From an optimization exercise on the open Yosys and OpenROAD flow, aimed at small area; shortcuts taken in it are not production practice. The RTL was checked by simulation tests, not by an equivalence proof against the original design. Power is estimated from default activity; no workload was simulated.

the baseline:
==> flow/design.v (excerpt) <==
module thermo8_cts (
    input  wire        clk,
    input  wire        rst,
    input  wire        cmd_valid,
    output wire        cmd_ready,
    input  wire [31:0] cmd_word,
    input  wire [31:0] cmd_x,
    output reg         rsp_valid,
    output wire [31:0] rsp_res,
    output wire [2:0]  rsp_err,
    output wire [7:0]  rsp_err_info,
    input  wire        alert_in,
    output wire        bus_req_valid,
    output reg  [2:0]  bus_req_kind,
    output reg  [7:0]  bus_req_byte,
    output wire        bus_req_ack,
    input  wire        bus_rsp_valid,
    input  wire [1:0]  bus_rsp_code,
    input  wire [7:0]  bus_rsp_data,
    output reg         settle_start,
    input  wire        settle_done
);
export LEC_CHECK = 0
export ABC_AREA = 1
export CAP_MARGIN = 20
export CORE_MARGIN = 2
export CORE_UTILIZATION = 40
export PLACE_DENSITY = 0.6
export SLEW_MARGIN = 20
create_clock -name core_clock -period 10.0 [get_ports {clk}]
standard.sh (not shown) runs the stock make flow with config.mk's settings and CLKGATE_MAP_FILE= SYNTH_SCRIPT=/design/flow/synth_recipe.tcl, a recipe that flattens the netlist after the stock synthesis.
==> flow/flow/run.sh <==
#!/bin/bash
# The standard layout with two changes:
#  - synthesis maps the logic with an area-oriented ABC script (flow/area.abc) and
#    without the adder cell mapping; the flip-flops are mapped as the standard
#    synthesis maps them (same cells, same names);
#  - the port buffers use the smallest buffer cell.
set -euo pipefail
here=$PWD
export BUFFER_PORTS_ARGS="-buffer_cell sky130_fd_sc_hd__buf_1"
export MY_ABC_SCRIPT=$here/flow/area.abc
sed -e "s#SYNTH_SCRIPT=[^ ]*#SYNTH_SCRIPT=$here/flow/synth.tcl ADDER_MAP_FILE=#" standard.sh > own_standard.sh
bash own_standard.sh synth > synth.log 2>&1
bash standard.sh finish > finish.log 2>&1
==> flow/flow/area.abc <==
strash
dc2
dch -f
amap
strash
dc2
dch -f
amap
==> flow/flow/synth.tcl <==
proc synth {args} { yosys synth -nofsm -noshare {*}$args }
proc abc {args} {
  set i [lsearch -exact $args -script]
  if {$i >= 0} { set args [lreplace $args $i [expr {$i + 1}] -script $::env(MY_ABC_SCRIPT)] }
  yosys abc {*}$args
}
source $::env(SCRIPTS_DIR)/synth.tcl
# left out here: clear keep_hierarchy, flatten, clean up, hide names made inside functions, write 1_2_yosys.v
Input changes introduced in the candidate (baseline for comparison: the baseline):
- ABC_AREA no longer set, was 1
==> flow/run.sh (new file) <==
#!/bin/bash
# synth_recipe.tcl (not shown) runs the flow's synth.tcl, then flattens the netlist and writes it again
# the make line also repeats each setting of config.mk as NAME=value (left out here)
make -C /OpenROAD-flow-scripts/flow DESIGN_CONFIG=/design/flow/config.mk WORK_HOME=/design/flow/orfs CLKGATE_MAP_FILE= SYNTH_SCRIPT=/design/flow/synth_recipe.tcl finish
removed: flow/flow/run.sh
removed: flow/flow/area.abc
removed: flow/flow/synth.tcl
removed: flow/standard.sh
--- outcome ---
- Summary: with the baseline as the reference, total power divided by cell area in the candidate moved down by more than 10%.
- Number of tapcells: the candidate > the baseline
- In the reports for the candidate and the baseline, the larger shortest period the worst path allows belongs to the candidate.
- The candidate completed; timing, DRC and antenna clean
- Between the candidate and the baseline, design area is lower for the baseline, the candidate comes in above that.
- Compared to the baseline, the candidate has area taken by multi-input logic gates about 36% higher.
- Compared with the baseline, the candidate shows a lower instance count on the critical path.

---

thermo8_cts, a different RTL version from the one above (not shown whole).
Size: ~410 cells after synthesis, roughly 44 flip-flops, about 140 I/O pins.
==> flow/config.mk <==
export PLATFORM = sky130hd
export DESIGN_NAME = thermo8_cts
export DESIGN_NICKNAME = thermo8_cts
export VERILOG_FILES = /design/flow/design.v
export SDC_FILE = /design/flow/constraint.sdc
export NUM_CORES = 4
export LEC_CHECK = 0
export ABC_AREA = 1
export CAP_MARGIN = 20
export CORE_MARGIN = 2
export CORE_UTILIZATION = 40
export CTS_CLUSTER_DIAMETER = 200
export CTS_CLUSTER_SIZE = 50
export PLACE_DENSITY = 0.6
export SLEW_MARGIN = 20
==> flow/constraint.sdc <==
create_clock -name core_clock -period 10.0 [get_ports {clk}]
set_input_delay 2.0000 -clock core_clock [delete_from_list [all_inputs] [get_ports {clk}]]
set_output_delay 2.0000 -clock core_clock [all_outputs]
set_load 0.01 [all_outputs]
==> flow/flow/run.sh <==
#!/bin/bash
# The standard layout with these changes:
#  - synthesis maps the logic with an area-oriented ABC script (flow/area.abc) and
#    without the adder cell mapping; the flip-flops are mapped as the standard
#    synthesis maps them (same cells, same names);
#  - the port buffers use the smallest buffer cell;
#  - the constant outputs share one tie cell;
#  - clock tree synthesis adds no dummy loads.
set -euo pipefail
here=$PWD
export BUFFER_PORTS_ARGS="-buffer_cell sky130_fd_sc_hd__buf_1"
export SKIP_REPAIR_TIE_FANOUT=1
export CTS_ARGS="-sink_clustering_enable -repair_clock_nets -dont_use_dummy_load"
export MY_ABC_SCRIPT=$here/flow/area.abc
sed -e "s#SYNTH_SCRIPT=[^ ]*#SYNTH_SCRIPT=$here/flow/synth.tcl ADDER_MAP_FILE=#" standard.sh > own_standard.sh
bash own_standard.sh synth > synth.log 2>&1
bash standard.sh finish > finish.log 2>&1
==> flow/flow/area.abc <==
strash
&get -n
&deepsyn -T 30
&nf -a -R 1000
&put
==> flow/flow/synth.tcl <==
proc synth {args} { yosys synth -nofsm -noshare {*}$args }
proc abc {args} {
  set i [lsearch -exact $args -script]
  if {$i >= 0} { set args [lreplace $args $i [expr {$i + 1}] -script $::env(MY_ABC_SCRIPT)] }
  yosys abc {*}$args
}
source $::env(SCRIPTS_DIR)/synth.tcl
# left out here: clear keep_hierarchy, flatten, clean up, hide names made inside functions, write 1_2_yosys.v
The starting point finished clean.
Rerun with:
--- a/flow/flow/run.sh
+++ b/flow/flow/run.sh
@@ -2 +2 @@
-# The standard layout with these changes:
+# The standard layout with two changes:
@@ -6,3 +6 @@
-#  - the port buffers use the smallest buffer cell;
-#  - the constant outputs share one tie cell;
-#  - clock tree synthesis adds no dummy loads.
+#  - the port buffers use the smallest buffer cell.
@@ -12,2 +9,0 @@
-export SKIP_REPAIR_TIE_FANOUT=1
-export CTS_ARGS="-sink_clustering_enable -repair_clock_nets -dont_use_dummy_load"
--- a/flow/config.mk
+++ b/flow/config.mk
@@ -12,2 +11,0 @@
-export CTS_CLUSTER_DIAMETER = 200
-export CTS_CLUSTER_SIZE = 50
After rerunning:
- The new run ran to the end with no violations
- area after synthesis is unchanged
- hold slack barely changes
- setup slack improves by 0.095 ns
- final area grows by a few percent
- utilization goes up by 1.5 points
Rerun with:
--- a/flow/flow/run.sh
+++ b/flow/flow/run.sh
@@ -2 +2 @@
-# The standard layout with two changes:
+# The standard layout with these changes:
@@ -6 +6,3 @@
-#  - the port buffers use the smallest buffer cell.
+#  - the port buffers use the smallest buffer cell;
+#  - the constant outputs share one tie cell;
+#  - clock tree synthesis adds no dummy loads.
@@ -9,0 +12,2 @@
+export SKIP_REPAIR_TIE_FANOUT=1
+export CTS_ARGS="-sink_clustering_enable -repair_clock_nets -dont_use_dummy_load"
--- a/flow/config.mk
+++ b/flow/config.mk
@@ -11,0 +12 @@
+export GPL_TIMING_DRIVEN = 0
=> The changed run finished with timing, DRC and antenna clean. Design area is higher by 0.35%. Maximum frequency is lower by 0.99%. Register-to-register slack is worse by 0.04 ns. Area after synthesis does not change. Power is lower by 8.0%. First-iteration DRC count is lower by 28%. Cell count is lower by 0.47%.
Rerun with:
--- a/flow/flow/run.sh
+++ b/flow/flow/run.sh
@@ -13 +13 @@
-export CTS_ARGS="-sink_clustering_enable -repair_clock_nets -dont_use_dummy_load"
+export CTS_ARGS="-sink_clustering_enable -repair_clock_nets -dont_use_dummy_load -sink_clustering_size 50 -sink_clustering_max_diameter 200"
--- a/flow/config.mk
+++ b/flow/config.mk
@@ -12 +11,0 @@
-export GPL_TIMING_DRIVEN = 0
=> Via count decreases by a few percent. Maximum frequency decreases slightly. Routed wire length drops slightly.

[port drivers added, routing unchanged]
In the flow no input, the clock included, has a driving cell. The finished layouts below were timed again as built, in two steps.
Step 1 assumes that a clkbuf_16 drives the clock port and a buf_2 every other input.
Step 2, shift: input delay + t, output delay - t, t = (earliest + latest rising clock arrival at the registers) / 2. This alone moves slack from input paths to output paths.
a / b / c = ideal / step 1 / step 2; a / b = the first two.
run	shift t [ns]	setup slack, ns	latest minus earliest clock arrival (ns)	worst register clock-pin slew, ns
the baseline	0.325	4.849 / 4.858 / 4.533	0.019 / 0.020	0.10 / 0.10
the candidate	0.322	4.590 / 4.558 / 4.880	0.008 / 0.008	0.09 / 0.09
the first run of note 2	0.318	4.974 / 4.983 / 4.665	0.019 / 0.020	0.09 / 0.09
the second run of note 2	0.323	5.069 / 5.079 / 4.756	0.014 / 0.014	0.09 / 0.09
the third run of note 2	0.324	5.019 / 5.029 / 4.705	0.028 / 0.028	0.10 / 0.10
the fourth run of note 2	0.318	4.974 / 4.983 / 4.665	0.019 / 0.020	0.09 / 0.09
After both steps every run listed still meets setup and hold. For the baseline, which loses most, drivers alone change the setup slack by +0.009 ns; drivers and shift together by -0.316 ns.
